Context: an optimization exercise on an open-source flow, tuned for small area and few clock cycles. The choices shown serve that exercise and are no tape-out recipe. Function was checked by simulation only, so behaviour that the tests miss may differ from the original. Power is estimated from default activity; no workload was simulated. No driver is modelled on the clock port, so clocking that relies on it looks cheaper here than on a real chip.

Setup of old:
// jtag_acc
module jtag_acc (
    input  wire        clk,
    input  wire        rst,
    input  wire        cmd_valid,
    output wire        cmd_ready,
    input  wire [31:0] cmd_word,
    output wire        rsp_valid,
    output wire [2:0]  rsp_status,
    output wire        tx_valid,
    input  wire        tx_ready,
    output wire [7:0]  tx_data,
    input  wire        rx_valid,
    output wire        rx_ready,
    input  wire [7:0]  rx_data,
    input  wire        link_err,
    output wire        busy,
    output reg         err,
    output reg  [1:0]  err_kind,
    output reg         sess_open,
    output wire [31:0] nbits,
    output reg         diag_valid,
    output reg  [5:0]  diag_index,
    output reg  [7:0]  diag_obs,
    output reg  [7:0]  diag_mask,
    output reg  [7:0]  diag_exp
);
Size in the first run: ~2700 cells after synthesis, about 1200 flip-flops, ~130 I/O pins, about 34000 um^2 of cells after synthesis.
export LEC_CHECK = 0
export CAP_MARGIN = 20
export CORE_MARGIN = 2
export CORE_UTILIZATION = 40
export SLEW_MARGIN = 20
create_clock -name core_clock -period 10.0 [get_ports {clk}]
standard.sh (not shown) runs the stock make flow with config.mk's settings and CLKGATE_MAP_FILE= SYNTH_SCRIPT=/design/flow/synth_recipe.tcl, a recipe that flattens the netlist after the stock synthesis.
==> flow/flow/run.sh <==
#!/bin/bash
export BUFFER_PORTS_ARGS="-buffer_cell sky130_fd_sc_hd__buf_1"
export CTS_ARGS="-sink_clustering_enable -repair_clock_nets -sink_clustering_size 30 -sink_clustering_max_diameter 100 -dont_use_dummy_load"
bash standard.sh > standard.log 2>&1
Testbench counts of old, summed over its fixed seeds: cycles 56,830.
Modified inputs, new compared to old
--- a/flow/design.v
+++ b/flow/design.v
@@ -50,17 +50,16 @@
     localparam [2:0] P_TXE  = 3'd7;    
     reg [CAP_BITS-1:0] rg_tms;      
     reg [CAP_BITS-1:0] rg_tdi;
     reg [CAP_BITS-1:0] rg_exp;
     reg [CAP_BITS-1:0] rg_mask;
     reg [4:0]  rot;                 
     reg [7:0]  s_tms, s_tdi, s_exp, s_mask;    
     reg        pv;      
-    reg [4:0]  pidx;    
     reg        f_act;                           
     reg [2:0]  f_cnt;
     reg [4:0]  f_lo;    
     reg [2:0]  ph;
     reg [8:0]  n;           
     reg [4:0]  idx;         
     reg [2:0]  status;
     reg [15:0] wp;          
@@ -79,27 +78,28 @@
         endcase
     end
     wire cmd_in   = (ph == P_IDLE) || (ph == P_RSP);
     wire accept   = cmd_valid && cmd_in;
     wire legal_go = accept && !illegal && (sess_open || op == OP_SETUP);
     wire rec_go   = legal_go && op == OP_RECORD && !err;
     wire n_zero   = (n == 9'd0);
     wire [4:0] cb     = n[7:3];
-    wire [4:0] pv_off = pidx - rot - 5'd1;
+    wire [4:0] cb_m1  = cb - 5'd1;
+    wire [4:0] pv_off = cb_m1 - rot - 5'd1;
     wire       pv_inj = pv && (pv_off[2:0] == 3'd0);
     wire       pend   = pv || f_act;
     wire [7:0] lo_m   = (8'd1 << n[2:0]) - 8'd1;
     integer s, b;
     reg [4:0] arr;
     reg [7:0] im;
     always @(posedge clk) begin
         for (s = 0; s < CAP_BYTES; s = s + 1) begin
             arr = s[4:0] + rot + 5'd1;        
-            im  = ((arr == cb) ? lo_m : 8'd0) | ((pv && arr == pidx) ? ~lo_m : 8'd0);
+            im  = ((arr == cb) ? lo_m : 8'd0) | ((pv && arr == cb_m1) ? ~lo_m : 8'd0);
             if (s % 8 == 0 && im != 8'd0) begin
                 for (b = 0; b < 8; b = b + 1) begin
                     rg_tms[s*8+b]  <= im[b] ? s_tms[b]  : rg_tms[((s+1)%CAP_BYTES)*8+b];
                     rg_tdi[s*8+b]  <= im[b] ? s_tdi[b]  : rg_tdi[((s+1)%CAP_BYTES)*8+b];
                     rg_exp[s*8+b]  <= im[b] ? s_exp[b]  : rg_exp[((s+1)%CAP_BYTES)*8+b];
                     rg_mask[s*8+b] <= im[b] ? s_mask[b] : rg_mask[((s+1)%CAP_BYTES)*8+b];
                 end
             end else if (s % 8 == 0 && f_act && arr >= f_lo) begin
@@ -122,17 +122,17 @@
     wire       w_b    = !w_a && !e_here;
     reg  [7:0] w_mask;
     integer j;
     always @(*) begin
         for (j = 0; j < 8; j = j + 1)
             w_mask[j] = (j >= n[2:0]) && (!e_here || j < wl[2:0]);
     end
     wire [5:0]  b_end   = e_far ? 6'd32 : {1'b0, wl[7:3]};
-    wire        w_stall = w_b ? f_act : (pv && !pv_inj);
+    wire        w_stall = (pv && !pv_inj) || (w_b && f_act);
     wire [8:0]  w_n     = w_b ? {b_end, 3'd0}
                         : e_here ? wl : {n[8:3] + 6'd1, 3'd0};
     wire        w_done  = !e_far && (w_n == wl);
     wire       in_w    = (ph == P_WAIT) && !w_b && !w_stall;
     wire       wr_en   = rec_go || in_w;
     wire [7:0] wr_bits = in_w ? w_mask : (8'd1 << n[2:0]);
     wire       d_tms   = in_w ? wtms : cmd_word[0];
     wire       d_tdi   = !in_w && cmd_word[1];
@@ -211,18 +211,16 @@
             diag_obs   <= 8'd0;
             diag_mask  <= 8'd0;
             diag_exp   <= 8'd0;
             pv         <= 1'b0;
             f_act      <= 1'b0;
             tx_v       <= 1'b0;
         end else begin
             if (wr_fill)
-                pidx <= cb;
-            if (wr_fill)
                 pv <= 1'b1;
             else if (pv_inj)
                 pv <= 1'b0;
             if (f_act) begin
                 f_cnt <= f_cnt + 3'd1;
                 if (f_cnt == 3'd7)
                     f_act <= 1'b0;
             end
--- outcome ---
new vs. old: worst hold slack now larger, number of flops mapped to enable cells by yosys fell 5.7%, synthesized netlist cell count shows an increase of 0.52%. old -> new: starting density of the core flat. Taking old as the reference, in new relative contribution of the clock network to total power rose by 0.3 points; time the final worst path needs with I/O delays and setup +640 ps; routed length per instance ~0 delta; via count of the first global-routing pass now smaller; sequential power share shows a reduction of 0.4 points. old has higher routed wire length than new. STATUS worst setup slack: new loses against old. new: portion of the clock cycle consumed by the worst path in the final layout is 6.4 points higher than what old reported. The final layout from new, which completed every stage, passed the timing, design-rule and antenna checks at the end of the flow. Cell area | new vs old | new smaller.
Testbench counts of new, summed over its fixed seeds: cycles 56,990.

[separate check: timing with driven ports]
The results above use ideal ports. As a check the final layouts listed here were re-extracted and re-timed, cells and wires unchanged.
Step 1, drivers: a clkbuf_16 drives clk and a buf_2 each remaining input, both assumed.
Step 2 adds t to the input delays and takes it off the output delays; t is the mean of the earliest and latest rising clock arrival at the registers after step 1. Input paths then give back, and output paths get back, about the clock's delay inside the block.
Slacks: no drivers / after step 1 / after step 2; pairs: no drivers / after step 1.
| run | t (ns) | slack for setup (ns) | worst setup path at the end | slew at the worst register clock pin (ns) | worst slew at a driven data input, ns |
|---|---|---|---|---|---|
| old | 0.678 | 2.685 / 2.685 / 2.685 | register to register | 0.11 / 0.11 | 0.04 |
| new | 0.654 | 2.041 / 2.041 / 2.041 | register to register | 0.11 / 0.11 | 0.13 |
After both steps setup and hold are still met in every run listed.
